Background: an optimization exercise with open tools, aiming at small area, a short achievable clock period and few clock cycles per item. Do not read the settings as production practice.
RTL that was checked went through simulation tests only; none was proved equivalent to the original.
Function not checked in runs 1 and 2: the RTL went through the layout flow alone.
Power figures rest on the tool's default switching activity, not on a simulated workload.

[flow/design.v]
module sdr_cbuild (
    input  wire        clk,
    input  wire        rst,          
    input  wire        start,        
    input  wire        qam,          
    input  wire [15:0] arg,          
    output reg         busy,
    output reg         done,         
    output reg  [7:0]  err,          
    output reg  [31:0] cinfo,        
    output reg         clut_we,
    output reg  [7:0]  clut_waddr,
    output wire [31:0] clut_wdata
);
    reg         st_chk, st_setup, st_half, st_write;
    reg         flip_r;      
    reg         wrap_r;      
    reg         cend_r;      
    reg         lastc_r;     
    reg         bw_r;        
    reg         mode;        
    reg  [8:0]  m;           
    reg         big;         
    reg  [7:0]  R1;          
    reg  [8:0]  R2;          
    reg  [1:0]  p1, p2;      
    reg  [32:0] q;           
    reg  [34:0] acc;         
    reg  [15:0] vB;          
    reg  [7:0]  rc;          
    reg         ph;          
    reg  [4:0]  cc;          
    reg  [3:0]  b;           
    reg  [4:0]  kk;          
    assign clut_wdata = {acc[34:19], vB};
    wire accept = start & ~busy;
    wire [8:0] mb   = cinfo[8:0];
    wire       qb_m = cinfo[16];
    wire       even = ~mb[0];    
    reg  [4:0] k_lut;
    reg        sq_lut;
    always @(*) begin
        sq_lut = 1'b1;
        case (m)
        9'd4:   begin k_lut = 5'd2;   end
        9'd9:   begin k_lut = 5'd3;   end
        9'd16:  begin k_lut = 5'd4;  end
        9'd25:  begin k_lut = 5'd5;  end
        9'd36:  begin k_lut = 5'd6;  end
        9'd49:  begin k_lut = 5'd7;  end
        9'd64:  begin k_lut = 5'd8;  end
        9'd81:  begin k_lut = 5'd9;  end
        9'd100: begin k_lut = 5'd10; end
        9'd121: begin k_lut = 5'd11; end
        9'd144: begin k_lut = 5'd12; end
        9'd169: begin k_lut = 5'd13; end
        9'd196: begin k_lut = 5'd14; end
        9'd225: begin k_lut = 5'd15; end
        9'd256: begin k_lut = 5'd16; end
        default: begin k_lut = 5'd0; sq_lut = 1'b0; end
        endcase
    end
    wire [8:0] a0_sum = mb + {4'd0, kk};
    wire [7:0] a0_lut = even ? a0_sum[8:1] : mb[8:1];
    wire [8:0] n_lev = qb_m ? {4'd0, kk} : mb;         
    wire [7:0] c0    = n_lev[8:1];                    
    wire [7:0] h1m1  = c0 - {7'd0, even};             
    wire [7:0] h2m1  = c0 - 8'd1;                     
    wire [3:0] kc0m1 = kk[4:1] - 4'd1;                
    wire e_zero = ~big & (m == 9'd0);
    wire e_one  = ~big & (m == 9'd1);
    wire e_big  = big | (m[8] & (|m[7:0]));
    wire e_sq   = mode & ~sq_lut;
    wire fail   = e_zero | e_one | e_big | e_sq;
    wire [7:0] err_code = e_zero ? 8'h11 : e_one ? 8'h21 : e_big ? 8'h31 :
                          e_sq ? 8'h41 : 8'h00;
    reg         pow2;        
    reg  [3:0]  log2m;       
    always @(*) begin
        pow2 = 1'b1;
        case (m)
        9'd2:   log2m = 4'd1;
        9'd4:   log2m = 4'd2;
        9'd8:   log2m = 4'd3;
        9'd16:  log2m = 4'd4;
        9'd32:  log2m = 4'd5;
        9'd64:  log2m = 4'd6;
        9'd128: log2m = 4'd7;
        9'd256: log2m = 4'd8;
        default: begin pow2 = 1'b0; log2m = 4'd0; end
        endcase
    end
    wire [9:0] d1a  = {1'b0, R1, 1'b1} - {1'b0, m};        
    wire       g1a  = ~d1a[9];
    wire [7:0] r1a  = g1a ? d1a[7:0] : {R1[6:0], 1'b0};
    wire [9:0] d1b  = {1'b0, r1a, 1'b1} - {1'b0, m};
    wire       g1b  = ~d1b[9];
    wire [7:0] r1b  = g1b ? d1b[7:0] : {r1a[6:0], 1'b0};
    wire [9:0]  x2n  = ~(mode ? 10'd1 : {1'b0, m});
    wire [9:0]  t2a  = {R2, p1[1]};
    wire [10:0] s2a  = {1'b0, t2a} + {1'b0, x2n};
    wire        g2a  = s2a[10];
    wire [8:0]  r2a  = g2a ? s2a[8:0] : t2a[8:0];
    wire [9:0]  t2b  = {r2a, p1[0]};
    wire [10:0] s2b  = {1'b0, t2b} + {1'b0, x2n};
    wire        g2b  = s2b[10];
    wire [8:0]  r2b  = g2b ? s2b[8:0] : t2b[8:0];
    wire        st_sq   = st_chk | st_setup;        
    wire        sgn     = acc[34];
    wire        inv     = st_sq & ~sgn;
    wire        cst     = st_half | flip_r;
    wire [34:0] add_a   = st_sq ? {acc[32:0], p2} : (acc ^ {35{flip_r}});
    wire [32:0] qb      = (q ^ {33{inv}}) & {33{~cst}};
    wire [34:0] add_b   = {qb, st_sq, st_sq ? sgn : (~cst | (st_half & even))}
                        | (st_half ? 35'h40000 : 35'd0)
                        | (flip_r  ? 35'h80000 : 35'd0);
    wire        add_c   = st_sq ? ~sgn : ~st_half;
    wire [34:0] sum     = add_a + add_b + {34'd0, add_c};
    wire        rbit    = ~sum[34];                     
    wire        setup_last = st_setup & (rc == 8'd0);
    wire        turn    = flip_r | wrap_r;
    wire [7:0]  rc_n    = turn ? (flip_r ? h2m1 : h1m1) : rc - 8'd1;
    wire        rcz_n   = turn ? (flip_r ? (h2m1 == 8'd0) : (h1m1 == 8'd0)) : (rc == 8'd1);
    wire        ph_n    = ph ^ turn;
    wire [3:0]  b_nx    = bw_r ? 4'd0 : b + 4'd1;
    wire        cend_n  = ~cend_r & (cc == 5'd1);
    wire        lastc_n = cend_r ? (b_nx == kc0m1) : lastc_r;
    wire        last    = qb_m ? (cend_r & lastc_r) : wrap_r;
    wire        last_nx = qb_m ? (cend_n & lastc_n) : (rcz_n & ph_n);
    wire [3:0]  b_new   = cend_r ? b_nx : b;
    wire [7:0]  addr_inc = (~qb_m | (cend_r & bw_r)) ? 8'd0 : {3'd0, kk};
    wire [7:0]  addr_nx  = flip_r ? {4'd0, b_new & {4{qb_m}}} :
                           clut_waddr + addr_inc + {7'd0, ~qb_m | cend_r};
    always @(posedge clk) begin
        if (rst) begin
            st_chk   <= 1'b0;
            st_setup <= 1'b0;
            st_half  <= 1'b0;
            st_write <= 1'b0;
            busy     <= 1'b0;
            done     <= 1'b0;
            err      <= 8'd0;
            cinfo    <= 32'd0;
            clut_we  <= 1'b0;
        end else begin
            st_chk   <= accept;
            st_setup <= (st_chk & ~fail) | (st_setup & ~setup_last);
            st_half  <= setup_last;
            st_write <= st_half | (st_write & ~last);
            clut_we  <= st_half | (st_write & ~last);
            done     <= (st_chk & fail) | (st_write & ~last & last_nx);
            if (accept)
                busy <= 1'b1;
            else if ((st_chk & fail) | (st_write & last_nx))
                busy <= 1'b0;
            if (st_chk) begin
                err <= err_code;
                if (!fail)
                    cinfo <= {1'b1, 13'd0, pow2, mode, log2m, 3'd0, m};
            end
        end
    end
    always @(posedge clk) begin
        if (!busy) begin
            mode <= qam;
            m    <= arg[8:0];
            big  <= |arg[15:9];
            if (arg[8:0] <= 9'd4) begin
                R1 <= (arg[8:0] == 9'd3) ? 8'd1 : 8'd0;
                p1 <= (arg[8:0] == 9'd2) ? 2'd3 : 2'd1;
            end else begin
                p1 <= 2'd0;
                R1 <= ~(|arg[8:4]) ? 8'd3 : ~(|arg[8:6]) ? 8'd12 :
                      ~(arg[8] | (&arg[7:5])) ? 8'd48 : 8'd192;
            end
            rc  <= ~(|arg[8:4]) ? 8'd33 : ~(|arg[8:6]) ? 8'd32 :
                   ~(arg[8] | (&arg[7:5])) ? 8'd31 : 8'd30;
            R2  <= 9'd0;
            p2  <= 2'd0;
            acc <= 35'd0;
            q   <= 33'd0;
        end else begin
            R1  <= r1b;
            p1  <= {g1a, g1b};
            R2  <= r2b;
            p2  <= {g2a, g2b};
            if (setup_last)
                acc <= {1'b0, q[31:0] & {32{even}}, rbit & even, 1'b0};
            else
                acc <= sum;
            if (st_sq)
                q <= {q[31:0], rbit};
        end
        if (st_chk)
            kk <= k_lut;
        if (st_sq)
            rc <= rc - 8'd1;
        flip_r <= 1'b0;
        wrap_r <= 1'b0;
        cend_r <= 1'b0;
        if (st_half) begin
            rc         <= h1m1;
            ph         <= 1'b0;
            flip_r     <= (h1m1 == 8'd0);
            cc         <= kk;
            lastc_r    <= 1'b0;
            b          <= c0[3:0];
            bw_r       <= ({1'b0, c0[3:0]} == kk - 5'd1);
            clut_waddr <= qb_m ? a0_lut : c0;
            vB         <= qb_m ? sum[34:19] : 16'd0;
        end
        if (st_write && busy) begin    
            rc      <= rc_n;
            ph      <= ph_n;
            flip_r  <= rcz_n & ~ph_n;
            wrap_r  <= rcz_n & ph_n;
            cend_r  <= qb_m & cend_n;
            cc      <= cend_r ? kk : cc - 5'd1;
            lastc_r <= lastc_n;
            clut_waddr <= addr_nx;
            if (cend_r) begin
                b    <= b_nx;
                bw_r <= ({1'b0, b_nx} == kk - 5'd1);
                vB   <= sum[34:19];
            end
        end
    end
endmodule
[flow/flow/run.sh]
#!/bin/bash
# Standard ORFS layout (the standard.sh, standard synthesis unchanged), with the
# timing repair asked to over-fix setup and the ports buffered with buf_2 cells: the
# clock period and constraints are the design's own; only the resizer's target slack
# and the port buffer cell differ from the default flow.
set -euo pipefail
export SETUP_SLACK_MARGIN=${SETUP_MARGIN:-9.4}
export BUFFER_PORTS_ARGS="-buffer_cell sky130_fd_sc_hd__buf_2"
bash standard.sh synth > synth.log 2>&1
bash standard.sh > layout.log 2>&1
[flow/standard.sh]
#!/bin/bash
# synth_recipe.tcl (not shown) runs the flow's synth.tcl, then flattens the netlist and writes it again
# the make line also repeats each setting of config.mk as NAME=value (left out here)
make -C /OpenROAD-flow-scripts/flow DESIGN_CONFIG=/design/flow/config.mk WORK_HOME=/design/flow/orfs CLKGATE_MAP_FILE= SYNTH_SCRIPT=/design/flow/synth_recipe.tcl "${@:-finish}"
[flow/config.mk]
export PLATFORM = sky130hd
export DESIGN_NAME = sdr_cbuild
export DESIGN_NICKNAME = sdr_cbuild
export VERILOG_FILES = /design/flow/design.v
export SDC_FILE = /design/flow/constraint.sdc
export NUM_CORES = 4
export LEC_CHECK = 0
export ABC_AREA = 1
export CAP_MARGIN = 20
export CORE_MARGIN = 2
export CORE_UTILIZATION = 55
export SLEW_MARGIN = 20
[flow/constraint.sdc]
create_clock -name core_clock -period 13.0 [get_ports {clk}]
set_input_delay 2.6000 -clock core_clock [delete_from_list [all_inputs] [get_ports {clk}]]
set_output_delay 2.6000 -clock core_clock [all_outputs]
set_load 0.01 [all_outputs]
==> summary.md, run 1 <==
| Metric | Value |
|---|---|
| Status | `complete, no violations` |
| Io pins | `103` |
| Crit path DAT | `1.03 ns` |
| TNS Setup | `0 ns` |
| Via count | `13.7k` |
| Syn_area_per_cell | `6.84 µm²` |
| Fmax | `276 MHz` |
| Flop-to-flop setup slack | `9.37 ns` |
| Post-Syn Area | `13500 µm²` |
| Overall Power | `2.29 mW` |
| Post-synth top cells | `418 x nand2_1, 199 x inv_1, 196 x a21oi_1, 183 x o21ai_0, 177 x nor2_1` |
| Final number of hold-violating endpoints | `0` |
| Final WL | `40900 µm` |
| Synth unique cells | `57` |
| Most frequent cell after synthesis | `nand2_1` |
| Fin nets | `2199` |
| Peak VDD IR | `201 µV` |
| Die Span Y | `161 µm` |
| Die area | `25800 µm²` |
| Main synth FF type | `dfxtp_1` |
| Setup violators final | `0` |
| Clock latency on the worst-skew pair | `0.45 ns` |
| Clk sink count | `178` |
| Post-synthesis sequential area ratio | `29.3%` |
| Detailed-route DRC error count | `0` |
| Initial antenna violation count | `0` |
| Via density | `5.68` |
| Max incr delay on CP | `0.42 ns` |
| Design area | `15700 µm²` |
| Static Leak | `7.03 nW` |
| Row Count | `57` |
| Grt ovf | `0` |
| Fin crit period | `3.63 ns` |
| Largest cells by area after synthesis | `dfxtp_1 21%, nand2_1 12%, edfxtp_1 8.7%` |
| Critical path origin | `clut_waddr[0]$_DFFE_PP_` |
| Number of buffers created by CTS | `17` |
| Grt peak-use layer | `met2` |
| Skew final | `0.0172 ns` |
| Chip width | `161 µm` |
| DP HPWL | `28400 µm` |
| CTS root buf | `clkbuf_16` |
| First-pass GRT wire length | `64000 µm` |
| Top-area cell type share of the netlist area | `20.6%` |
| Clock transition at path regs | `0.08 ns` |
| Pwr dens | `146 nW/µm²` |
| Synth async-reset ratio | `0%` |
| Hold path startpoint | `vB[0]$_DFF_P_` |
| Hold_ws | `0.448 ns` |
| Routed Antenna Nets | `0` |
| Clock buffer depth | `2` |
| Gate count after technology mapping | `1974` |
| Share of layout cells above drive strength 1 | `17.5%` |
| H-tree level count | `4` |
| Diodes inserted | `0` |
| Unrepaired setup endpoints after global routing | `yes` |
| Post-DP Area | `14000 µm²` |
| Overall Global Routing Usage | `30.5%` |
| Drt wl/cell | `16.9 µm` |
| Port Buffer Count | `82` |
| Post-synth EDFFs | `39` |
| Drt first pass iters | `6` |
| Met3 Use GR | `4.44%` |
| Vias in the first global route | `12.6k` |
| Final period util | `27.9%` |
| Starting DRT DRC Count | `1208` |
| Reg area | `4000 µm²` |
| Initial Util | `55.9%` |
| Slew headroom | `45.8%` |
| Yosys top cell by area | `dfxtp_1` |
| Area occupied by multi-input gates | `8730 µm²` |
| Cells along the critical path | `buf_2` |
| CP max-delay cell | `edfxtp_1` |
| CP Launch Type | `flop` |
| Synth Register Bits | `178` |
| Filler instances | `2223` |
| Crit end category | `primary output` |
| Crit path required time | `10.40 ns` |
| Final max-slew violation count | `0` |
| Area Growth Syn to Fin | `16.2%` |
| Worst hold path type | `flop to flop` |
| CTS tree | `built` |
| Largest net degree at the start of global routing | `99` |
| R2R Path Start | `mode$_DFFE_PN_` |
| Placer's final routability congestion estimate | `0.990` |
| Max-cap violations | `0` |
| Ys Warns | `1` |
| Met1 Use GR | `43.5%` |
| GR Util met2 | `48.3%` |
| CP top delay family | `flip-flops` |
| Max FO, Critical Path | `2` |
| Core area | `24200 µm²` |
| Worst Path Class, Setup | `flop to primary output` |
| Worst-Margin Slew | `0.811 ns` |
| Critical path buffer and inverter count | `1` |
## worst paths after layout
path	depth (start not counted)	end
min reg2reg	2	vB[0]$_DFF_P_
min	2	vB[0]$_DFF_P_
max	1	clut_waddr[0]
max reg2reg	22	R2[3]$_SDFF_PN0_
## registers in the layout, summed over array words and instances (netlist names), 4 cells and up
name and flops:
R1 8, R2 9, acc 35, b 4, cc 5, cinfo 16
clut_waddr 8, err 4, kk 5, m 9, q 33, rc 8
vB 16
## kinds of logic (layout without fill, tap and decap cells)
logic type,after synthesis,after routing,synth area share [%]
flops,178,178,29.3
xor+xnor,90,90,5.84
mux,2,2,0.167
simple gates,822,824,26.3
compound gates,470,470,18.9
buf+inv,316,418,10.2
other cells,1,20,0.0278
fa+ha+maj,95,95,9.25
## cell usage in the layout (no fill, tap or decap), drive strengths merged, types with 10 or more instances in the layout
cell	n
dfxtp	139
nand4	32
o21ai	193
o211ai	17
nor3	28
or2	11
conb	20
buf	164
nor2	194
a21oi	196
clkbuf	21
edfxtp	39
o22ai	10
xnor2	55
inv	223
ha	87
nand2	427
nand3	111
xor2	35
a31oi	10
## metrics by stage
| stage | setup slack (ns) | instances | utilization, % |
|---|---|---|---|
| floorplan | 9.34 | 1993 | - |
| global placement | 8.22 | 2313 | 57.7 |
| detailed placement | 8.11 | 2313 | 57.7 |
| CTS | 9.36 | 2375 | 61.8 |
| global route | 9.18 | 2421 | 64.9 |
| finish | 9.37 | 2421 | 64.9 |
## per-layer routing
metal | share of wire (%) | vias up
met4 | 1.8 | 0
met2 | 45 | 538
met3 | 7.1 | 62
li1 | - | 6782
met1 | 46 | 6363
met5 | 0 | -
## what timing repair did
item / 4_1_cts / 5_1_grt
cloned: 2 / 3
hold endpoints to repair: 0 / 0
resized for setup: 60 / 108
buffers inserted: 28 / 43
setup endpoints to repair: 93 / 81
pin swaps: 9 / 30
hold buffers: 0 / 0
## cell type report
class                           count  share of cell area, %
Multi-Input combinational cell   1501                   55.7
Sequential cell                   178                   25.5
Clock inverter                     12                  0.702
Timing Repair Buffer              165                   7.03
Tap cell                          324                   2.58
Timing Repair inverter              1                 0.0319
Inverter                          220                   5.48
Clock buffer                       20                   2.98
## report_power, final
part	leakage (nW)	total, mW	switching, mW	internal, mW
clock	0.288	0.526	0.256	0.270
sequential	1.52	0.665	0.0451	0.620
combinational	5.22	1.10	0.620	0.476
total	7.03	2.29	0.921	1.37
==> run 2, diff against run 1 <==
--- a/flow/flow/run.sh
+++ b/flow/flow/run.sh
@@ -5,5 +5,5 @@
 # and the port buffer cell differ from the default flow.
 set -euo pipefail
-export SETUP_SLACK_MARGIN=${SETUP_MARGIN:-9.4}
+export SETUP_SLACK_MARGIN=${SETUP_MARGIN:-9.25}
 export BUFFER_PORTS_ARGS="-buffer_cell sky130_fd_sc_hd__buf_2"
 bash standard.sh synth > synth.log 2>&1
==> summary.md, run 2 <==
| Metric | Value |
|---|---|
| Static Leak | `6.83 nW (-2.9%)` |
| Pwr dens | `144 nW/µm² (-1.6%)` |
| Max-cap violations | `0 (unchanged)` |
| Worst hold path type | `flop to flop` |
| Unrepaired setup endpoints after global routing | `yes` |
| Chip width | `161 µm (unchanged)` |
| Detailed-route DRC error count | `0 (unchanged)` |
| Crit end category | `primary output` |
| CTS root buf | `clkbuf_16` |
| Via density | `5.63 (-0.90%)` |
| Metal2 WL | `17700 µm (-4.3%)` |
| Drt first pass iters | `5 (-1)` |
| Hold path startpoint | `vB[14]$_DFF_P_` |
| Diodes inserted | `0 (unchanged)` |
| Synth Register Bits | `178 (unchanged)` |
| CP Launch Type | `flop` |
| Biggest regs | `acc x35, q x33` |
| Row Count | `57 (unchanged)` |
| CTS Hold Buffers Added | `0 (unchanged)` |
| Starting DRT DRC Count | `1054 (-13%)` |
| Clock transition at path regs | `0.07 ns (about the same)` |
| Compound-gate portion of the synthesized area | `18.9% (unchanged)` |
| Final max-slew violation count | `0 (unchanged)` |
| Placer's final routability congestion estimate | `0.927 (-6.3%)` |
| CP top delay family | `flip-flops` |
| Setup violators final | `0 (unchanged)` |
| Fmax | `270 MHz (-1.9%)` |
| Overall Global Routing Usage | `30.5% (-0.043 points)` |
| Max incr delay on CP | `0.48 ns (+0.06 ns)` |
| Routed met3 length | `2740 µm (-6.0%)` |
| Max reg flops | `35 (unchanged)` |
| Post-synth top cells | `418 x nand2_1, 199 x inv_1, 196 x a21oi_1, 183 x o21ai_0, 177 x nor2_1` |
| Initial Util | `55.9% (unchanged)` |
| Port Buffer Count | `82 (unchanged)` |
| First-pass GRT wire length | `64000 µm (-0.13%)` |
| Yosys top cell by area | `dfxtp_1` |
| Post-synth EDFFs | `39 (unchanged)` |
| PnR worst setup slack | `9.30 ns (-0.0698 ns)` |
| Commonest non-fill, non-tap cell in the layout | `nand2_1` |
| Largest register by flop count | `acc` |
| Synth unique cells | `57 (unchanged)` |
| Post-Syn Area | `13500 µm² (unchanged)` |
| TNS Setup | `0 ns (unchanged)` |
| Largest family of logic cells by synthesized area | `simple AND/OR/NAND/NOR gates` |
| Met1 wire length | `19100 µm (+1.8%)` |
| Crit path required time | `10.40 ns (about the same)` |
| Most frequent cells in the layout | `403 x nand2_1, 191 x inv_1, 186 x a21oi_1` |
| Number of buffers created by CTS | `17 (unchanged)` |
| Initial antenna violation count | `0 (unchanged)` |
| Clock buffer depth | `2 (unchanged)` |
| Area Growth Syn to Fin | `13.6%` |
| Via count | `13.4k (-2.3%)` |
| Most frequent cell after synthesis | `nand2_1` |
| Ys Warns | `1 (unchanged)` |
| Worst-Margin Slew | `0.781 ns (-0.0300 ns)` |
| Io pins | `103 (unchanged)` |
| H-tree level count | `4 (unchanged)` |
| Top Layer Used | `met4` |
| Status | `complete, no violations` |
| Synth Area in Simple Gates | `26.3% (unchanged)` |
| Critical path origin | `clut_we$_SDFF_PP0_` |
| Vias in the first global route | `12.4k (-1.5%)` |
| Fin crit period | `3.70 ns (+0.0698 ns)` |
| Clock latency on the worst-skew pair | `0.44 ns (about the same)` |
| Core area | `24200 µm² (unchanged)` |
| Grt ovf | `0 (unchanged)` |
| Final period util | `28.5% (+0.54 points)` |
| R2R Path Start | `mode$_DFFE_PN_` |
| Largest cells by area after synthesis | `dfxtp_1 21%, nand2_1 12%, edfxtp_1 8.7%` |
| Mux cell area share after synthesis | `0.167% (unchanged)` |
| Synth async-reset ratio | `0% (unchanged)` |
| CP max-delay cell | `dfxtp_1` |
| Post-synthesis sequential area ratio | `29.3% (unchanged)` |
| Main synth FF type | `dfxtp_1` |
| Fin nets | `2164 (-1.6%)` |
| Share of layout cells above drive strength 1 | `14.4% (-3.1 points)` |
| Final WL | `40300 µm (-1.6%)` |
| Skew final | `0.0201 ns (+0.00291 ns)` |
| Place WS | `8.43 ns (+0.312 ns)` |
| Crit path DAT | `1.10 ns (+0.07 ns)` |
| DP HPWL | `28200 µm (-0.71%)` |
| Routed Antenna Nets | `0 (unchanged)` |
| Critical path buffer and inverter count | `1 (unchanged)` |
| Largest net degree at the start of global routing | `72 (-27%)` |
| Slew headroom | `47.8% (+2.0 points)` |
| Clk sink count | `178 (unchanged)` |
| Final number of hold-violating endpoints | `0 (unchanged)` |
| Top-area cell type share of the netlist area | `20.6% (unchanged)` |
| Peak VDD IR | `161 µV (-20%)` |
| Adder-cell area share of the yosys netlist | `9.25% (unchanged)` |
| Gate count after technology mapping | `1974 (unchanged)` |
| CTS tree | `built` |
| Xor and xnor area share after synthesis | `5.84% (unchanged)` |
| Drt wl/cell | `16.9 µm (-0.20%)` |
| Worst Path Class, Setup | `flop to primary output` |
| Die Span Y | `161 µm (unchanged)` |
| Cells along the critical path | `buf_2` |
| Die area | `25800 µm² (unchanged)` |
| Max FO, Critical Path | `5 (+3)` |
| Syn_area_per_cell | `6.84 µm² (unchanged)` |
-- run 2: area by class of cell --
type | count | area, µm²
fillers | 2324 | 8840
multi-input cells | 1502 | 8640
flip-flops and latches | 178 | 3970
repair buffers | 130 | 878
inverters | 220 | 842
clock buffers | 20 | 479
well taps | 324 | 405
clock inverters | 12 | 116
-- run 2: metal layers --
metal  GRT usage (%)  up-vias
met5               0        -
met3            3.74       63
met4            7.86        0
li1                -     6714
met1            44.5     6166
met2            47.8      481
-- run 2: cell families (layout without fill, tap and decap cells) --
family,count (synthesis),in the layout
DFF,178,178
muxes,2,2
other,1,20
xor gates and xnor gates,90,90
and+or+nand+nor,822,825
AOI/OAI and AO/OA,470,470
buffers and inverters,316,382
adders and majority gates,95,95
-- run 2: stage by stage --
step	instances	hold slack, ns	power [mW]	utilization, %	instance area, µm²
6_report	2386	0.448	2.20	63.4	15300
5_1_grt	2386	0.464	2.36	63.4	15300
4_1_cts	2362	0.451	2.06	61.4	14800
3_5_place_dp	2314	0.434	1.45	57.6	13900
3_3_place_gp	2314	0.434	1.44	57.6	13900
2_1_floorplan	1993	0.440	1.30	-	13600
-- run 2: worst paths after layout --
path	slack, ns	depth (start not counted)	end
hold / removal	0.45	2	vB[14]$_DFF_P_
hold reg to reg	0.45	2	vB[14]$_DFF_P_
setup / recovery	9.30	1	clut_we
setup reg to reg	9.40	23	R2[1]$_SDFF_PN0_
-- run 2: timing repair --
action / CTS / global route
hold endpoints to repair: 0 / 0
buffers inserted: 11 / 23
setup endpoints to repair: 71 / 59
gates resized for setup: 35 / 76
pin swaps: 5 / 26
gates cloned: 5 / 1
-- run 2: power by group --
part           switching [mW]  leakage, nW  internal [mW]
logic                   0.580         5.03          0.420
registers              0.0458         1.51          0.621
clock network           0.243        0.286          0.291
==> run 3, diff against run 2 <==
--- a/flow/design.v
+++ b/flow/design.v
@@ -25,4 +25,5 @@
     reg  [8:0]  R2;          
     reg  [1:0]  p1, p2;      
+    reg  [9:0]  x2n;         
     reg  [32:0] q;           
     reg  [34:0] acc;         
@@ -97,5 +98,4 @@
     wire       g1b  = ~d1b[9];
     wire [7:0] r1b  = g1b ? d1b[7:0] : {r1a[6:0], 1'b0};
-    wire [9:0]  x2n  = ~(mode ? 10'd1 : {1'b0, m});
     wire [9:0]  t2a  = {R2, p1[1]};
     wire [10:0] s2a  = {1'b0, t2a} + {1'b0, x2n};
@@ -166,4 +166,5 @@
             m    <= arg[8:0];
             big  <= |arg[15:9];
+            x2n  <= ~(qam ? 10'd1 : {1'b0, arg[8:0]});
             if (arg[8:0] <= 9'd4) begin
                 R1 <= (arg[8:0] == 9'd3) ? 8'd1 : 8'd0;
==> summary.md, run 3 <==
| Metric | Value |
|---|---|
| Final period util | `28.7% (+0.29 points)` |
| CP max-delay cell | `dfxtp_1` |
| Setup violators final | `0 (unchanged)` |
| Detailed-route DRC error count | `0 (unchanged)` |
| Crit end category | `primary output` |
| Pwr dens | `137 nW/µm² (-4.3%)` |
| Largest register by flop count | `acc` |
| Critical path buffer and inverter count | `1 (unchanged)` |
| Max incr delay on CP | `0.52 ns (+0.04 ns)` |
| Clk sink count | `187 (+5.1%)` |
| CTS Hold Buffers Added | `0 (unchanged)` |
| CTS root buf | `clkbuf_16` |
| Io pins | `103 (unchanged)` |
| Worst Path Class, Setup | `flop to primary output` |
| Fin crit period | `3.74 ns (+0.0381 ns)` |
| Post-synth top cells | `423 x nand2_1, 210 x inv_1, 179 x o21ai_0, 176 x a21oi_1, 166 x nor2_1` |
| Area Growth Syn to Fin | `9.72%` |
| Synth unique cells | `63 (+11%)` |
| DP HPWL | `29400 µm (+4.4%)` |
| Post-Syn Area | `13800 µm² (+2.4%)` |
| Skew final | `0.0154 ns (-0.00471 ns)` |
| Final WL | `40300 µm (about the same)` |
| Place WS | `8.62 ns (+0.189 ns)` |
| Largest cells by area after synthesis | `dfxtp_1 20%, nand2_1 11%, edfxtp_1 10%` |
| Worst hold path type | `flop to flop` |
| Max reg flops | `35 (unchanged)` |
| Crit path DAT | `1.14 ns (+0.04 ns)` |
| Share of layout cells above drive strength 1 | `12.1% (-2.3 points)` |
| Peak VDD IR | `139 µV (-13%)` |
| CP Launch Type | `flop` |
| Main synth FF type | `dfxtp_1` |
| Final max-slew violation count | `0 (unchanged)` |
| Top-area cell type share of the netlist area | `20.1% (-0.48 points)` |
| Status | `complete, no violations` |
| CP top delay family | `flip-flops` |
| Via count | `13.5k (+0.35%)` |
| Most frequent cell after synthesis | `nand2_1` |
| Overall Power | `2.08 mW (-5.4%)` |
| Area occupied by multi-input gates | `8410 µm² (-2.7%)` |
| TNS Setup | `0 ns (unchanged)` |
| Chip width | `163 µm (+1.2%)` |
| First-pass GRT wire length | `63400 µm (-0.90%)` |
| DP Cell Count | `2322 (+0.35%)` |
| Design area | `15200 µm² (-1.1%)` |
| Cells along the critical path | `buf_2` |
| Syn_area_per_cell | `6.99 µm² (+2.2%)` |
| CTS tree | `built` |
| Slew headroom | `38.3% (-9.6 points)` |
| H-tree level count | `4 (unchanged)` |
| Reg area | `4240 µm² (+6.7%)` |
| Port Buffer Count | `82 (unchanged)` |
| Fin nets | `2148 (-0.74%)` |
| Yosys top cell by area | `dfxtp_1` |
| Grt ovf | `0 (unchanged)` |
| Post-synthesis sequential area ratio | `30.6% (+1.3 points)` |
| Unrepaired setup endpoints after global routing | `yes` |
| Routed Antenna Nets | `0 (unchanged)` |
| Commonest non-fill, non-tap cell in the layout | `nand2_1` |
| Fmax | `268 MHz (-1.0%)` |
| Most frequent cells in the layout | `418 x nand2_1, 208 x inv_1, 172 x o21ai_0` |
| Worst-Margin Slew | `0.925 ns (+0.144 ns)` |
| Crit path required time | `10.40 ns (about the same)` |
| Post-synth EDFFs | `48 (+23%)` |
| Hold_ws | `0.450 ns (+0.00217 ns)` |
| Vias in the first global route | `12.3k (-0.94%)` |
| Final Util | `60.8% (-2.7 points)` |
| PnR worst setup slack | `9.26 ns (-0.0381 ns)` |
| Fin cells | `2377 (-0.38%)` |
| Drt wl/cell | `16.9 µm (+0.42%)` |
| Clock transition at path regs | `0.07 ns (about the same)` |
| Number of buffers created by CTS | `17 (unchanged)` |
| Drt first pass iters | `6 (+1)` |
| Clock latency on the worst-skew pair | `0.43 ns (about the same)` |
| Core area | `25000 µm² (+3.3%)` |
| Row Count | `58 (+1.8%)` |
| Largest net degree at the start of global routing | `72 (unchanged)` |
| Starting DRT DRC Count | `1090 (+3.4%)` |
| Die area | `26400 µm² (+2.3%)` |
| Synth Register Bits | `187 (+5.1%)` |
| Static Leak | `6.87 nW (+0.70%)` |
| Final number of hold-violating endpoints | `0 (unchanged)` |
| Overall Global Routing Usage | `29.9% (-0.53 points)` |
| Synth async-reset ratio | `0% (unchanged)` |
| Clock buffer depth | `2 (unchanged)` |
| Filler instances | `2419 (+4.1%)` |
| Initial Util | `55.4% (-0.47 points)` |
| Via density | `5.67 (+0.73%)` |
| Die Span Y | `163 µm (+1.2%)` |
| Ys Warns | `1 (unchanged)` |
| Post-DP Area | `14200 µm² (+2.3%)` |
| Max-cap violations | `0 (unchanged)` |
| Initial antenna violation count | `2 (+2)` |
| Max FO, Critical Path | `5 (unchanged)` |
| Placer's final routability congestion estimate | `1.00 (+8.1%)` |
| Gate count after technology mapping | `1977 (+0.15%)` |
| Biggest regs | `acc x35, q x33` |
-- run 3: cell count changes after synthesis, sizes merged, moves of 9 or more --
cell    change
nand3      +12
nand2      +13
inv        +13
nor2       -18
edfxtp      +9
a21oi      -11
nand4      -16
-- run 3: cells by family (layout without fill, tap and decap cells) --
group	count (synthesis)	count (layout)	share of synthesized area, %
buffers and inverters	320	370	10.0
muxes	1	1	0.0814
other	1	21	0.0271
and+or+nand+nor	816	816	25.7
adders and majority gates	95	95	9.03
DFF	187	187	30.6
xor gates and xnor gates	88	88	5.57
AOI/OAI and AO/OA	469	469	19.0
-- run 3: area by class of cell --
class                   instances  area share (%)
multi-input cells            1489            55.5
flip-flops and latches        187            27.9
inverters                     227            5.72
repair buffers                110            4.26
clock buffers                  22            3.37
well taps                     330            2.72
clock inverters                10           0.478
repair inverters                1          0.0577
diodes                          1          0.0165
-- run 3: power breakdown --
group	leakage, nW	switching [mW]	internal [mW]
sequential	1.59	0.0401	0.652
clock	0.287	0.244	0.284
combinational	4.99	0.524	0.339
total	6.87	0.809	1.27
-- run 3: final timing paths --
path	startpoint	to	slack, ns	cells after the start
max	acc[34]$_SDFF_PP0_	clut_wdata[31]	9.26	1
min	vB[14]$_DFF_P_	vB[14]$_DFF_P_	0.45	2
min reg2reg	vB[14]$_DFF_P_	vB[14]$_DFF_P_	0.45	2
max reg2reg	st_chk$_SDFF_PP0_	acc[28]$_SDFF_PN0_	9.48	20
-- run 3: what timing repair did --
| action | 4_1_cts | 5_1_grt |
|---|---|---|
| setup endpoints to repair | 71 | 59 |
| setup buffers | 10 | 11 |
| gates resized for setup | 19 | 37 |
| gates cloned | 0 | 1 |
| pin swaps | 0 | 6 |
-- run 3: worst min-delay path, stage by stage (launching register included) --
cell     delay [ns]
dfxtp_1        0.31
nand2_1        0.06
nand2_1        0.04
-- run 3: metal layers --
layer / part of all wire [%] / global-route usage, % / wire length, µm
met1: 48 / 44.4 / 19100
met2: 44 / 46.4 / 17600
met3: 7.4 / 3.85 / 2980
met4: 1.3 / 7.00 / 515
met5: 0.025 / 0 / 10
Testbench counts of run 3, summed over its fixed seeds: cycles 13,890, builds 96.
==> run 4, diff against run 3 <==
--- a/flow/flow/run.sh
+++ b/flow/flow/run.sh
@@ -5,5 +5,5 @@
 # and the port buffer cell differ from the default flow.
 set -euo pipefail
-export SETUP_SLACK_MARGIN=${SETUP_MARGIN:-9.25}
+export SETUP_SLACK_MARGIN=${SETUP_MARGIN:-9.5}
 export BUFFER_PORTS_ARGS="-buffer_cell sky130_fd_sc_hd__buf_2"
 bash standard.sh synth > synth.log 2>&1
==> summary.md, run 4 <==
| Metric | Value |
|---|---|
| Routed Antenna Nets | `0 (unchanged)` |
| Fin nets | `2212 (+3.0%)` |
| PnR worst setup slack | `9.39 ns (+0.123 ns)` |
| Max FO, Critical Path | `2 (-3)` |
| CP max-delay cell | `edfxtp_1` |
| Die Span Y | `163 µm (unchanged)` |
| Crit path DAT | `1.01 ns (-0.13 ns)` |
| Yosys top cell by area | `dfxtp_1` |
| TNS Setup | `0 ns (unchanged)` |
| Area Growth Syn to Fin | `18.5%` |
| Port Buffer Count | `82 (unchanged)` |
| Grt ovf | `0 (unchanged)` |
| Largest register by flop count | `acc` |
| Post-synth EDFFs | `48 (unchanged)` |
| Die area | `26400 µm² (unchanged)` |
| Via count | `13.9k (+3.1%)` |
| Initial antenna violation count | `0 (-2)` |
| Post-synth top cells | `423 x nand2_1, 210 x inv_1, 179 x o21ai_0, 176 x a21oi_1, 166 x nor2_1` |
| Max reg flops | `35 (unchanged)` |
| Slew headroom | `34.0% (-4.3 points)` |
| Commonest non-fill, non-tap cell in the layout | `nand2_1` |
| Number of buffers created by CTS | `17 (unchanged)` |
| Crit path required time | `10.40 ns (about the same)` |
| Synth unique cells | `63 (unchanged)` |
| H-tree level count | `4 (unchanged)` |
| Peak VDD IR | `161 µV (+16%)` |
| Hold_ws | `0.460 ns (+0.00908 ns)` |
| CTS Hold Buffers Added | `0 (unchanged)` |
| Ys Warns | `1 (unchanged)` |
| Critical path buffer and inverter count | `1 (unchanged)` |
| Post-Syn Area | `13800 µm² (unchanged)` |
| Crit end category | `primary output` |
| Largest cells by area after synthesis | `dfxtp_1 20%, nand2_1 11%, edfxtp_1 10%` |
| Place WS | `8.58 ns (-0.0353 ns)` |
| Syn_area_per_cell | `6.99 µm² (unchanged)` |
| Share of layout cells above drive strength 1 | `19.4% (+7.3 points)` |
| Setup violators final | `0 (unchanged)` |
| First-pass GRT wire length | `64500 µm (+1.7%)` |
| Top-area cell type share of the netlist area | `20.1% (unchanged)` |
| Static Leak | `7.32 nW (+6.5%)` |
| Drt wl/cell | `17.4 µm (+2.8%)` |
| Drt first pass iters | `7 (+1)` |
| Synth async-reset ratio | `0% (unchanged)` |
| Placer's final routability congestion estimate | `0.928 (-7.4%)` |
| Worst hold path type | `flop to flop` |
| Synth Register Bits | `187 (unchanged)` |
| Filler instances | `2190 (-9.5%)` |
| Max-cap violations | `0 (unchanged)` |
| Io pins | `103 (unchanged)` |
| Row Count | `58 (unchanged)` |
| Largest net degree at the start of global routing | `72 (unchanged)` |
| Clk sink count | `187 (unchanged)` |
| Critical path origin | `clut_waddr[2]$_DFFE_PP_` |
| Most frequent cell after synthesis | `nand2_1` |
| Initial Util | `55.4% (unchanged)` |
| Starting DRT DRC Count | `1370 (+26%)` |
| Gate count after technology mapping | `1977 (unchanged)` |
| Vias in the first global route | `12.4k (+1.0%)` |
| Main synth FF type | `dfxtp_1` |
| Final period util | `27.8% (-0.94 points)` |
| Post-synthesis sequential area ratio | `30.6% (unchanged)` |
| Final WL | `42500 µm (+5.5%)` |
| Overall Power | `2.20 mW (+5.8%)` |
| Via density | `5.69 (+0.47%)` |
| CP Launch Type | `flop` |
| Biggest regs | `acc x35, q x33` |
| Max incr delay on CP | `0.42 ns (-0.10 ns)` |
| Clock latency on the worst-skew pair | `0.44 ns (about the same)` |
| Hold path startpoint | `q[23]$_SDFFE_PN0P_` |
| CTS root buf | `clkbuf_16` |
| CTS tree | `built` |
| Clock buffer depth | `2 (unchanged)` |
| DP HPWL | `29700 µm (+0.79%)` |
| R2R Path Start | `x2n[0]$_DFFE_PN_` |
| Overall Global Routing Usage | `30.5% (+0.58 points)` |
| Skew final | `0.0175 ns (+0.00218 ns)` |
| Chip width | `163 µm (unchanged)` |
| CP top delay family | `flip-flops` |
| Pwr dens | `134 nW/µm² (-2.1%)` |
| Clock transition at path regs | `0.08 ns (about the same)` |
| Status | `complete, no violations` |
| Fmax | `277 MHz (+3.4%)` |
| Unrepaired setup endpoints after global routing | `yes` |
| Final Util | `65.6% (+4.9 points)` |
| Worst Path Class, Setup | `flop to primary output` |
| Most frequent cells in the layout | `412 x nand2_1, 200 x inv_1, 167 x o21ai_0` |
| Worst-Margin Slew | `0.989 ns (+0.0637 ns)` |
| Detailed-route DRC error count | `0 (unchanged)` |
| Diodes inserted | `0 (-1)` |
| Final number of hold-violating endpoints | `0 (unchanged)` |
| Final max-slew violation count | `0 (unchanged)` |
| Fin crit period | `3.61 ns (-0.123 ns)` |
| Cells along the critical path | `buf_2` |
| Core area | `25000 µm² (unchanged)` |
-- run 4: cell types whose count changed in the layout (fill, tap and decap cells not counted), moves of 13 or more --
cell	delta
buf_4	+60
buf_6	+57
dfxtp_4	+13
dfxtp_1	-52
dfxtp_2	+39
buf_2	-57
-- run 4: path summary, 6_finish.rpt --
check / end / slack, ns / depth (start not counted)
max: clut_waddr[2] / 9.39 / 1
min: acc[25]$_SDFF_PN0_ / 0.46 / 2
max reg2reg: R2[6]$_SDFF_PN0_ / 9.62 / 20
min reg2reg: acc[25]$_SDFF_PN0_ / 0.46 / 2
-- run 4: cells by family (layout without fill, tap and decap cells) --
logic type / Yosys count / in the layout / synth area share, %
and+or+nand+nor: 816 / 817 / 25.7
AOI/OAI and AO/OA: 469 / 469 / 19.0
buffers and inverters: 320 / 433 / 10.0
DFF: 187 / 187 / 30.6
adders and majority gates: 95 / 95 / 9.03
xor gates and xnor gates: 88 / 88 / 5.57
other: 1 / 20 / 0.0271
muxes: 1 / 1 / 0.0814
-- run 4: cell type report --
type                            count  area (µm²)  share of cell area (%)
Tap cell                          330         413                    2.52
Timing Repair inverter              1        8.76                  0.0534
Inverter                          227         893                    5.45
Clock inverter                     15         158                   0.962
Timing Repair Buffer              173        1510                    9.23
Clock buffer                       17         425                    2.60
Sequential cell                   187        4330                    26.4
Multi-Input combinational cell   1490        8640                    52.7
-- run 4: metrics by stage --
step | std cells | area (µm²)
3_3_place_gp | 2321 | 14300
6_report | 2440 | 16400
2_1_floorplan | 1996 | 13900
3_5_place_dp | 2321 | 14300
4_1_cts | 2394 | 15500
5_1_grt | 2440 | 16400
-- run 4: report_power, final --
part	total, mW	internal (mW)	switching [mW]
clock network	0.543	0.288	0.255
logic	0.969	0.397	0.572
registers	0.691	0.651	0.0404
-- run 4: repair_timing --
item / in CTS / in global routing
pin swaps: 2 / 29
endpoints found under the setup margin: 129 / 123
resized for setup: 123 / 115
gates cloned: 0 / 4
setup buffers: 41 / 42
-- run 4: per-layer routing --
metal	track usage, %	vias to the layer above	wire [µm]
li1	-	6812	-
met2	48.8	532	19200
met4	8.33	0	843
met5	0	-	0
met1	43.7	6489	19400
met3	3.62	60	3030
==> run 5, diff against run 4 <==
--- a/flow/flow/run.sh
+++ b/flow/flow/run.sh
@@ -5,5 +5,5 @@
 # and the port buffer cell differ from the default flow.
 set -euo pipefail
-export SETUP_SLACK_MARGIN=${SETUP_MARGIN:-9.5}
+export SETUP_SLACK_MARGIN=${SETUP_MARGIN:-9.4}
 export BUFFER_PORTS_ARGS="-buffer_cell sky130_fd_sc_hd__buf_2"
 bash standard.sh synth > synth.log 2>&1
--- a/flow/config.mk
+++ b/flow/config.mk
@@ -11,2 +11,3 @@
 export CORE_UTILIZATION = 55
 export SLEW_MARGIN = 20
+export TNS_END_PERCENT = 20
==> summary.md, run 5 <==
| Metric | Value |
|---|---|
| Status | `complete, no violations` |
| DP HPWL | `29000 µm (-2.1%)` |
| Clock power frac | `24.8% (+0.2 points)` |
| Hold_ws | `0.453 ns (-0.00665 ns)` |
| PnR worst setup slack | `9.34 ns (-0.0483 ns)` |
| Final period util | `28.2% (+0.37 points)` |
| Post-synthesis sequential area ratio | `30.6% (unchanged)` |
| Largest register by flop count | `acc` |
| Area Growth Syn to Fin | `11.5%` |
| Overall Global Routing Usage | `29.9% (-0.64 points)` |
| Biggest regs | `acc x35, q x33` |
| Internal power component | `1.29 mW (-3.4%)` |
| Worst hold path type | `flop to flop` |
| Final WL | `40500 µm (-4.8%)` |
| Most frequent cell after synthesis | `nand2_1` |
| Worst Path Class, Setup | `flop to primary output` |
| Final Util | `61.8% (-3.9 points)` |
| Area occupied by multi-input gates | `8540 µm² (-1.2%)` |
| Max incr delay on CP | `0.46 ns (+0.04 ns)` |
| Routed Antenna Nets | `0 (unchanged)` |
| Io pins | `103 (unchanged)` |
| Yosys top cell by area | `dfxtp_1` |
| Top-area cell type share of the netlist area | `20.1% (unchanged)` |
| Grt ovf | `0 (unchanged)` |
| Drt first pass iters | `6 (-1)` |
| Filler instances | `2374 (+8.4%)` |
| Die area | `26400 µm² (unchanged)` |
| Reg area | `4240 µm² (-2.1%)` |
| Critical path buffer and inverter count | `1 (unchanged)` |
| First-pass GRT wire length | `63100 µm (-2.1%)` |
| Synth unique cells | `63 (unchanged)` |
| Place WS | `8.58 ns (-0.00273 ns)` |
| Synth async-reset ratio | `0% (unchanged)` |
| Starting DRT DRC Count | `1216 (-11%)` |
| Initial antenna violation count | `1 (+1)` |
| Clock transition at path regs | `0.07 ns (about the same)` |
| Setup violators final | `0 (unchanged)` |
| Die Span Y | `163 µm (unchanged)` |
| Part of the power in registers | `32.3% (+0.9 points)` |
| Detailed-route DRC error count | `0 (unchanged)` |
| Commonest non-fill, non-tap cell in the layout | `nand2_1` |
| Ys Warns | `1 (unchanged)` |
| Skew final | `0.0175 ns (+0.00000230 ns)` |
| CP Launch Type | `flop` |
| Placer's final routability congestion estimate | `0.935 (+0.69%)` |
| Max reg flops | `35 (unchanged)` |
| CP max-delay cell | `dfxtp_2` |
| Post-synth EDFFs | `48 (unchanged)` |
| Static Leak | `6.95 nW (-5.1%)` |
| Core area | `25000 µm² (unchanged)` |
| Post-Syn Area | `13800 µm² (unchanged)` |
| Chip width | `163 µm (unchanged)` |
| Crit path required time | `10.40 ns (about the same)` |
| Share of layout cells above drive strength 1 | `14.0% (-5.4 points)` |
| CTS tree | `built` |
| Gate count after technology mapping | `1977 (unchanged)` |
| Clock buffer depth | `2 (unchanged)` |
| Largest cells by area after synthesis | `dfxtp_1 20%, nand2_1 11%, edfxtp_1 10%` |
| Crit end category | `primary output` |
| Syn_area_per_cell | `6.99 µm² (unchanged)` |
| Sw power | `848 µW (-2.2%)` |
| Max-cap violations | `0 (unchanged)` |
| Gate power share | `42.9% (-1.1 points)` |
| Unrepaired setup endpoints after global routing | `yes` |
| CTS root buf | `clkbuf_16` |
| Final number of hold-violating endpoints | `0 (unchanged)` |
| Crit path DAT | `1.06 ns (+0.05 ns)` |
| Number of buffers created by CTS | `17 (unchanged)` |
| Vias in the first global route | `12.0k (-3.4%)` |
| Pwr dens | `139 nW/µm² (+3.2%)` |
| Clock latency on the worst-skew pair | `0.44 ns (about the same)` |
| Largest net degree at the start of global routing | `72 (unchanged)` |
| TNS Setup | `0 ns (unchanged)` |
| Via count | `13.3k (-3.9%)` |
| Most frequent cells in the layout | `416 x nand2_1, 204 x inv_1, 168 x o21ai_0` |
| Fmax | `273 MHz (-1.3%)` |
| CTS Hold Buffers Added | `0 (unchanged)` |
| Max FO, Critical Path | `5 (+3)` |
| H-tree level count | `4 (unchanged)` |
| Post-synth top cells | `423 x nand2_1, 210 x inv_1, 179 x o21ai_0, 176 x a21oi_1, 166 x nor2_1` |
| Slew headroom | `34.5% (+0.44 points)` |
| Drt wl/cell | `17.0 µm (-2.7%)` |
| Port Buffer Count | `82 (unchanged)` |
| Synth Register Bits | `187 (unchanged)` |
| Final max-slew violation count | `0 (unchanged)` |
| Row Count | `58 (unchanged)` |
| Overall Power | `2.14 mW (-2.9%)` |
| Main synth FF type | `dfxtp_1` |
| Cells along the critical path | `buf_2` |
| Via density | `5.59 (-1.8%)` |
| Fin crit period | `3.66 ns (+0.0483 ns)` |
| Sw frac | `39.7% (+0.32 points)` |
| Peak VDD IR | `140 µV (-13%)` |
| Fin nets | `2159 (-2.4%)` |
| Clk sink count | `187 (unchanged)` |
| Worst-Margin Slew | `0.982 ns (-0.00660 ns)` |
| Initial Util | `55.4% (unchanged)` |
| CP top delay family | `flip-flops` |
run 5: cell counts after synthesis:
No cell type changed its count.
run 5: tightest hold or removal path: cells and delay by family, from the launching register on:
kind             cells  cell delay, ns
AND/OR/NAND/NOR      2            0.10
flip-flops           1            0.31
run 5: power groups by stage:
stage | registers (mW) | logic (mW) | clock network, mW
6_report | 0.690 | 0.917 | 0.531
5_1_grt | 0.697 | 1.03 | 0.558
4_1_cts | 0.690 | 0.781 | 0.537
3_5_place_dp | 0.706 | 0.741 | 0
3_3_place_gp | 0.706 | 0.730 | 0
2_1_floorplan | 0.694 | 0.611 | 0
run 5: layout make-up:
class,count,area share (%)
Inverter,227,5.79
Tap cell,330,2.68
Multi-Input combinational cell,1489,55.4
Antenna cell,1,0.0162
Sequential cell,187,27.5
Timing Repair inverter,1,0.0568
Timing Repair Buffer,121,4.80
Clock buffer,17,2.76
Clock inverter,15,0.990
run 5: metal layers:
| metal | up-vias | wire, µm | GRT usage (%) |
|---|---|---|---|
| li1 | 6704 | - | - |
| met1 | 6148 | 19800 | 45.1 |
| met2 | 444 | 17300 | 44.9 |
| met3 | 52 | 2670 | 4.20 |
| met4 | 0 | 666 | 7.44 |
| met5 | - | 0 | 0 |
run 5: cells by family (layout without fill, tap and decap cells):
group,count (synthesis),in the layout,synth area share [%]
AOI/OAI and AO/OA,469,469,19.0
xor gates and xnor gates,88,88,5.57
adders and majority gates,95,95,9.03
buffers and inverters,320,381,10.0
DFF,187,187,30.6
muxes,1,1,0.0814
other,1,21,0.0271
and+or+nand+nor,816,816,25.7
run 5: timing repair:
item	CTS	global route
cloned	0	2
pin swaps	0	22
setup endpoints to repair	93	92
setup buffers	8	23
gates resized for setup	28	71
run 5: worst paths after layout:
kind / slack (ns) / cells after the start / to / start
hold / removal: 0.45 / 2 / vB[5]$_DFF_P_ / vB[5]$_DFF_P_
hold reg to reg: 0.45 / 2 / vB[5]$_DFF_P_ / vB[5]$_DFF_P_
setup / recovery: 9.34 / 1 / cinfo[0] / cinfo[0]$_SDFFE_PP0P_
setup reg to reg: 9.60 / 20 / R2[6]$_SDFF_PN0_ / x2n[0]$_DFFE_PN_
run 5: per-stage QoR:
| stage | std cells | instance area (µm²) |
|---|---|---|
| after global routing | 2387 | 15400 |
| final | 2388 | 15400 |
| after global placement | 2322 | 14300 |
| after CTS | 2362 | 15000 |
| after detailed placement | 2322 | 14300 |
| after floorplan | 1996 | 13900 |
==> run 6, diff against run 5 <==
--- a/flow/config.mk
+++ b/flow/config.mk
@@ -10,4 +10,4 @@
 export CORE_MARGIN = 2
 export CORE_UTILIZATION = 55
+export GPL_ROUTABILITY_DRIVEN = 0
 export SLEW_MARGIN = 20
-export TNS_END_PERCENT = 20
==> summary.md, run 6 <==
| Metric | Value |
|---|---|
| Status | `complete, no violations` |
| Drt first pass iters | `6 (unchanged)` |
| Max-cap violations | `0 (unchanged)` |
| Routed Antenna Nets | `0 (unchanged)` |
| Pwr dens | `138 nW/µm² (-0.23%)` |
| TNS Setup | `0 ns (unchanged)` |
| Clock buffer depth | `2 (unchanged)` |
| Grt ovf | `0 (unchanged)` |
| R2R Path Start | `st_half$_SDFF_PP0_` |
| Worst-Margin Slew | `0.943 ns (-0.0394 ns)` |
| Chip width | `163 µm (unchanged)` |
| Final number of hold-violating endpoints | `0 (unchanged)` |
| Share of layout cells above drive strength 1 | `14.6% (+0.64 points)` |
| Largest net degree at the start of global routing | `72 (unchanged)` |
| Max incr delay on CP | `0.42 ns (-0.04 ns)` |
| Post-synth EDFFs | `48 (unchanged)` |
| Reg2reg end | `acc[28]$_SDFF_PN0_` |
| Fin crit period | `3.63 ns (-0.0319 ns)` |
| Crit path DAT | `1.03 ns (-0.03 ns)` |
| Post-synth top cells | `423 x nand2_1, 210 x inv_1, 179 x o21ai_0, 176 x a21oi_1, 166 x nor2_1` |
| H-tree level count | `4 (unchanged)` |
| Slew headroom | `37.1% (+2.6 points)` |
| Clk sink count | `187 (unchanged)` |
| Most frequent cells in the layout | `416 x nand2_1, 204 x inv_1, 171 x o21ai_0` |
| Synth async-reset ratio | `0% (unchanged)` |
| Cells along the critical path | `buf_2` |
| Final max-slew violation count | `0 (unchanged)` |
| CP top delay family | `flip-flops` |
| Area Growth Syn to Fin | `12.2%` |
| Port Buffer Count | `82 (unchanged)` |
| CP max-delay cell | `edfxtp_1` |
| Via count | `13.5k (+0.81%)` |
| Largest cells by area after synthesis | `dfxtp_1 20%, nand2_1 11%, edfxtp_1 10%` |
| Crit end category | `primary output` |
| Syn_area_per_cell | `6.99 µm² (unchanged)` |
| Biggest regs | `acc x35, q x33` |
| Post-synthesis sequential area ratio | `30.6% (unchanged)` |
| Overall Global Routing Usage | `29.2% (-0.66 points)` |
| Io pins | `103 (unchanged)` |
| Die Span Y | `163 µm (unchanged)` |
| Max reg flops | `35 (unchanged)` |
| Fin nets | `2165 (+0.28%)` |
| Peak VDD IR | `146 µV (+4.6%)` |
| Initial antenna violation count | `1 (unchanged)` |
| Core area | `25000 µm² (unchanged)` |
| CTS Hold Buffers Added | `0 (unchanged)` |
| CP Launch Type | `flop` |
| Clock latency on the worst-skew pair | `0.44 ns (about the same)` |
| Vias in the first global route | `11.9k (-0.45%)` |
| Post-Syn Area | `13800 µm² (unchanged)` |
| Hold worst-path end | `vB[0]$_DFF_P_` |
| Number of buffers created by CTS | `17 (unchanged)` |
| Static Leak | `7.02 nW (+1.0%)` |
| DP HPWL | `28800 µm (-0.89%)` |
| Via density | `5.62 (+0.60%)` |
| Synth unique cells | `63 (unchanged)` |
| CTS root buf | `clkbuf_16` |
| Critical path origin | `clut_waddr[7]$_DFFE_PP_` |
| Starting DRT DRC Count | `1158 (-4.8%)` |
| DP Cell Count | `2321 (-0.043%)` |
| Row Count | `58 (unchanged)` |
| Max FO, Critical Path | `3 (-2)` |
| Largest register by flop count | `acc` |
| Unrepaired setup endpoints after global routing | `yes` |
| Diodes inserted | `0 (-1)` |
| Drt wl/cell | `16.8 µm (-0.75%)` |
| Final WL | `40300 µm (-0.54%)` |
| Top-area cell type share of the netlist area | `20.1% (unchanged)` |
| Fin cells | `2393 (+0.21%)` |
| R2R depth | `18 (-10%)` |
| Detailed-route DRC error count | `0 (unchanged)` |
| Commonest non-fill, non-tap cell in the layout | `nand2_1` |
| Fmax | `275 MHz (+0.88%)` |
| Skew final | `0.0152 ns (-0.00231 ns)` |
| Setup violators final | `0 (unchanged)` |
| Final period util | `27.9% (-0.25 points)` |
| Most frequent cell after synthesis | `nand2_1` |
| Die area | `26400 µm² (unchanged)` |
| Flop-to-flop setup slack | `9.59 ns (about the same)` |
| Worst Path Class, Setup | `flop to primary output` |
| Critical path buffer and inverter count | `1 (unchanged)` |
| Ys Warns | `1 (unchanged)` |
| Initial Util | `55.4% (unchanged)` |
| Worst hold path type | `flop to flop` |
| Worst hold path stage count | `2 (unchanged)` |
| Crit path required time | `10.40 ns (about the same)` |
| Gate count after technology mapping | `1977 (unchanged)` |
| Synth Register Bits | `187 (unchanged)` |
| Hold path startpoint | `vB[0]$_DFF_P_` |
| CTS tree | `built` |
| Main synth FF type | `dfxtp_1` |
| First-pass GRT wire length | `61800 µm (-2.1%)` |
| Clock transition at path regs | `0.08 ns (about the same)` |
| Yosys top cell by area | `dfxtp_1` |
## run 6: cell type report
type                            instances  area (µm²)
Clock buffer                           17         425
Clock inverter                         15         186
Fill cell                            2374        9450
Inverter                              227         886
Multi-Input combinational cell       1489        8520
Sequential cell                       187        4270
Tap cell                              330         413
Timing Repair Buffer                  128         813
## run 6: kinds of logic (layout without fill, tap and decap cells)
kind of cell | after synthesis | in the layout | share of synthesized area [%]
buffers and inverters | 320 | 387 | 10.0
adder cells (fa/ha/maj) | 95 | 95 | 9.03
other | 1 | 20 | 0.0271
flip-flops | 187 | 187 | 30.6
multiplexers | 1 | 1 | 0.0814
AO/OA/AOI/OAI | 469 | 469 | 19.0
XOR/XNOR | 88 | 88 | 5.57
AND/OR/NAND/NOR | 816 | 816 | 25.7
## run 6: worst max-delay path by stage
| stage | end | slack [ns] | cells past startpoint |
|---|---|---|---|
| final | clut_waddr[7] | 9.37 | 1 |
| after global routing | clut_waddr[7] | 9.34 | 1 |
| after CTS | clut_waddr[7] | 9.37 | 1 |
| after detailed placement | acc[22]$_SDFF_PN0_ | 8.58 | 16 |
| after global placement | q[0]$_SDFFE_PN0P_ | 8.75 | 19 |
| after floorplan | rc[2]$_DFFE_PP_ | 9.39 | 9 |
## run 6: metrics by stage
stage | area, µm² | hold slack (ns) | power (mW) | worst slack [ns] | utilization, %
5_1_grt | 15500 | 0.466 | 2.29 | 9.34 | 62.1
6_report | 15500 | 0.449 | 2.15 | 9.37 | 62.1
2_1_floorplan | 13900 | 0.439 | 1.30 | 9.39 | -
4_1_cts | 15100 | 0.452 | 2.05 | 9.37 | 60.6
3_5_place_dp | 14300 | 0.435 | 1.45 | 8.58 | 57.1
3_3_place_gp | 14300 | 0.433 | 1.44 | 8.75 | 57.1
## run 6: repair_timing
item,CTS,global route
setup buffers,20,18
setup endpoints to repair,96,75
pin swaps,0,12
cloned,0,2
gates resized for setup,44,63
## run 6: worst min-delay path, delay by kind of cell, from the launching register on
kind | cells | cell delay (ns)
and+or+nand+nor | 2 | 0.10
DFF | 1 | 0.31
## run 6: power by group
part | internal (mW) | switching [mW] | total (mW)
registers | 0.651 | 0.0411 | 0.692
clock network | 0.308 | 0.255 | 0.563
logic | 0.355 | 0.537 | 0.892
## run 6: layer usage
layer / vias up / global-route usage [%] / part of all wire, %
met4: 0 / 6.60 / 1.7
met1: 6152 / 43.5 / 47
met2: 525 / 44.1 / 43
met5: - / 0 / 0
met3: 61 / 5.17 / 8.2
li1: 6718 / - / -
==> run 7, diff against run 6 <==
--- a/flow/config.mk
+++ b/flow/config.mk
@@ -10,4 +10,3 @@
 export CORE_MARGIN = 2
 export CORE_UTILIZATION = 55
-export GPL_ROUTABILITY_DRIVEN = 0
 export SLEW_MARGIN = 20
==> summary.md, run 7 <==
| Metric | Value |
|---|---|
| Fin nets | `2166 (+0.046%)` |
| Max FO, Critical Path | `3 (unchanged)` |
| Unrepaired setup endpoints after global routing | `yes` |
| Commonest non-fill, non-tap cell in the layout | `nand2_1` |
| Flop-to-flop setup slack | `9.59 ns (about the same)` |
| Area Growth Syn to Fin | `12.2% (about the same)` |
| Cells along the critical path | `buf_2` |
| CTS tree | `built` |
| Final period util | `27.7% (-0.23 points)` |
| Clock transition at path regs | `0.08 ns (about the same)` |
| Peak VDD IR | `134 µV (-8.1%)` |
| TNS Setup | `0 ns (unchanged)` |
| Most frequent cell after synthesis | `nand2_1` |
| CTS root buf | `clkbuf_16` |
| Chip width | `163 µm (unchanged)` |
| Core area | `25000 µm² (unchanged)` |
| Largest net degree at the start of global routing | `72 (unchanged)` |
| Slew headroom | `36.1% (-1.0 points)` |
| CP top delay family | `flip-flops` |
| DP HPWL | `29000 µm (+0.90%)` |
| Filler instances | `2367 (-0.29%)` |
| Worst-Margin Slew | `0.958 ns (+0.0150 ns)` |
| Yosys top cell by area | `dfxtp_1` |
| Final max-slew violation count | `0 (unchanged)` |
| Via density | `5.64 (+0.25%)` |
| Fmax | `278 MHz (+0.84%)` |
| Die Span Y | `163 µm (unchanged)` |
| Hold_ws | `0.451 ns (+0.00211 ns)` |
| Detailed-route DRC error count | `0 (unchanged)` |
| Clk sink count | `187 (unchanged)` |
| Clock latency on the worst-skew pair | `0.44 ns (about the same)` |
| Final WL | `40700 µm (+0.99%)` |
| Via count | `13.5k (+0.29%)` |
| Post-synth top cells | `423 x nand2_1, 210 x inv_1, 179 x o21ai_0, 176 x a21oi_1, 166 x nor2_1` |
| Grt ovf | `0 (unchanged)` |
| Most frequent cells in the layout | `415 x nand2_1, 204 x inv_1, 169 x o21ai_0` |
| Worst Path Class, Setup | `flop to primary output` |
| Drt wl/cell | `17.0 µm (+0.95%)` |
| Max incr delay on CP | `0.41 ns (about the same)` |
| Post-synthesis sequential area ratio | `30.6% (unchanged)` |
| Vias in the first global route | `12.0k (+1.0%)` |
| Max-cap violations | `0 (unchanged)` |
| Critical path buffer and inverter count | `1 (unchanged)` |
| Largest cells by area after synthesis | `dfxtp_1 20%, nand2_1 11%, edfxtp_1 10%` |
| Gate count after technology mapping | `1977 (unchanged)` |
| Overall Global Routing Usage | `30.0% (+0.78 points)` |
| Initial antenna violation count | `0 (-1)` |
| Pwr dens | `137 nW/µm² (-0.75%)` |
| Skew final | `0.0169 ns (+0.00163 ns)` |
| Syn_area_per_cell | `6.99 µm² (unchanged)` |
| Diodes inserted | `0 (unchanged)` |
| Ys Warns | `1 (unchanged)` |
| CTS Hold Buffers Added | `0 (unchanged)` |
| Static Leak | `7.00 nW (-0.28%)` |
| Synth async-reset ratio | `0% (unchanged)` |
| Final number of hold-violating endpoints | `0 (unchanged)` |
| Crit path DAT | `1.00 ns (-0.03 ns)` |
| First-pass GRT wire length | `63300 µm (+2.5%)` |
| H-tree level count | `4 (unchanged)` |
| Initial Util | `55.4% (unchanged)` |
| Share of layout cells above drive strength 1 | `15.2% (+0.57 points)` |
| Worst hold path type | `flop to flop` |
| Top-area cell type share of the netlist area | `20.1% (unchanged)` |
| Main synth FF type | `dfxtp_1` |
| Routed Antenna Nets | `0 (unchanged)` |
| Crit path required time | `10.40 ns (about the same)` |
| Synth unique cells | `63 (unchanged)` |
| Largest register by flop count | `acc` |
| Starting DRT DRC Count | `1190 (+2.8%)` |
| Io pins | `103 (unchanged)` |
| Clock buffer depth | `2 (unchanged)` |
| Drt first pass iters | `6 (unchanged)` |
| Number of buffers created by CTS | `17 (unchanged)` |
| Fin crit period | `3.60 ns (-0.0303 ns)` |
| Crit end category | `primary output` |
| Synth Register Bits | `187 (unchanged)` |
| Setup violators final | `0 (unchanged)` |
| Max reg flops | `35 (unchanged)` |
| Port Buffer Count | `82 (unchanged)` |
| Die area | `26400 µm² (unchanged)` |
| Post-Syn Area | `13800 µm² (unchanged)` |
| Row Count | `58 (unchanged)` |
| CP Launch Type | `flop` |
| Biggest regs | `acc x35, q x33` |
| CP max-delay cell | `edfxtp_1` |
| Post-synth EDFFs | `48 (unchanged)` |
| Status | `complete, no violations` |
| Placer's final routability congestion estimate | `0.935` |
run 7: cell count changes in the layout (fill, tap and decap cells not counted), sizes merged:
cell | before | now
inv | 233 | 235
clkinvlp | 2 | 3
clkbuf | 19 | 18
buf | 126 | 127
bufinv | 4 | 2
run 7: layout make-up:
type / count / area [µm²] / area share [%]
clock buffers: 17 / 425 / 2.74
clock inverters: 15 / 153 / 0.984
inverters: 227 / 893 / 5.76
multi-input cells: 1489 / 8550 / 55.1
flip-flops and latches: 187 / 4280 / 27.6
well taps: 330 / 413 / 2.66
repair buffers: 128 / 800 / 5.15
repair inverters: 1 / 8.76 / 0.0564
run 7: cells by family after synthesis:
family	Yosys count	share of synthesized area, %
AOI/OAI and AO/OA	469	19.0
xor gates and xnor gates	88	5.57
adders and majority gates	95	9.03
buffers and inverters	320	10.0
DFF	187	30.6
muxes	1	0.0814
other	1	0.0271
and+or+nand+nor	816	25.7
run 7: timing repair:
item / 4_1_cts / 5_1_grt
pin swaps: 0 / 21
setup buffers: 16 / 22
setup endpoints to repair: 93 / 79
gates cloned: 0 / 2
gates resized for setup: 42 / 82
run 7: power breakdown:
part | internal (mW) | switching (mW)
registers | 0.651 | 0.0393
clock network | 0.272 | 0.257
logic | 0.360 | 0.552
run 7: routing by layer:
layer  part of all wire [%]  up-vias  track usage [%]
li1                       -     6715                -
met1                     48     6207             45.3
met2                     43      517             44.9
met3                    7.7       56             4.20
met4                    1.8        0             7.64
met5                      0        -                0
run 7: stage by stage:
stage	std cells	instance area (µm²)	setup slack [ns]	util (%)	total power [mW]
CTS	2370	15100	9.38	60.3	2.01
floorplan	1996	13900	9.39	-	1.30
global route	2394	15500	9.33	62.2	2.28
detailed placement	2322	14300	8.58	57.1	1.45
global placement	2322	14300	8.71	57.1	1.44
finish	2394	15500	9.40	62.2	2.13
run 7: final timing paths:
| kind | start | endpoint | cells after the start |
|---|---|---|---|
| hold / removal | vB[5]$_DFF_P_ | vB[5]$_DFF_P_ | 2 |
| setup reg to reg | x2n[0]$_DFFE_PN_ | R2[7]$_SDFF_PN0_ | 24 |
| setup / recovery | clut_waddr[7]$_DFFE_PP_ | clut_waddr[7] | 1 |
| hold reg to reg | vB[5]$_DFF_P_ | vB[5]$_DFF_P_ | 2 |

==> re-timing with driven ports <==
How much do the figures lean on ideal ports? The routed layouts below were timed once more, with nothing changed but the port constraints.
Step 1 assumes that a clkbuf_16 drives the clock port and a buf_2 every other input.
Step 2 adds t to the input delays and takes it off the output delays; t is the mean of the earliest and latest rising clock arrival at the registers after step 1. Input paths then give back, and output paths get back, about the clock's delay inside the block.
Three values: no drivers, after step 1, after step 2; two values: the first two.
run	t, ns	setup slack, ns	slew at the worst register clock pin (ns)
run 1	0.493	9.371 / 9.318 / 9.028	0.08 / 0.08
run 2	0.484	9.301 / 9.252 / 8.935	0.08 / 0.08
run 3	0.476	9.263 / 9.212 / 8.951	0.08 / 0.08
run 4	0.480	9.386 / 9.336 / 9.064	0.08 / 0.08
run 5	0.482	9.337 / 9.287 / 8.929	0.08 / 0.08
run 6	0.482	9.369 / 9.322 / 8.993	0.08 / 0.08
run 7	0.482	9.400 / 9.349 / 9.026	0.08 / 0.08
After both steps every run listed still meets setup and hold. The setup slack of run 5, which loses most, moves by -0.050 ns with the drivers and by -0.408 ns with both steps.
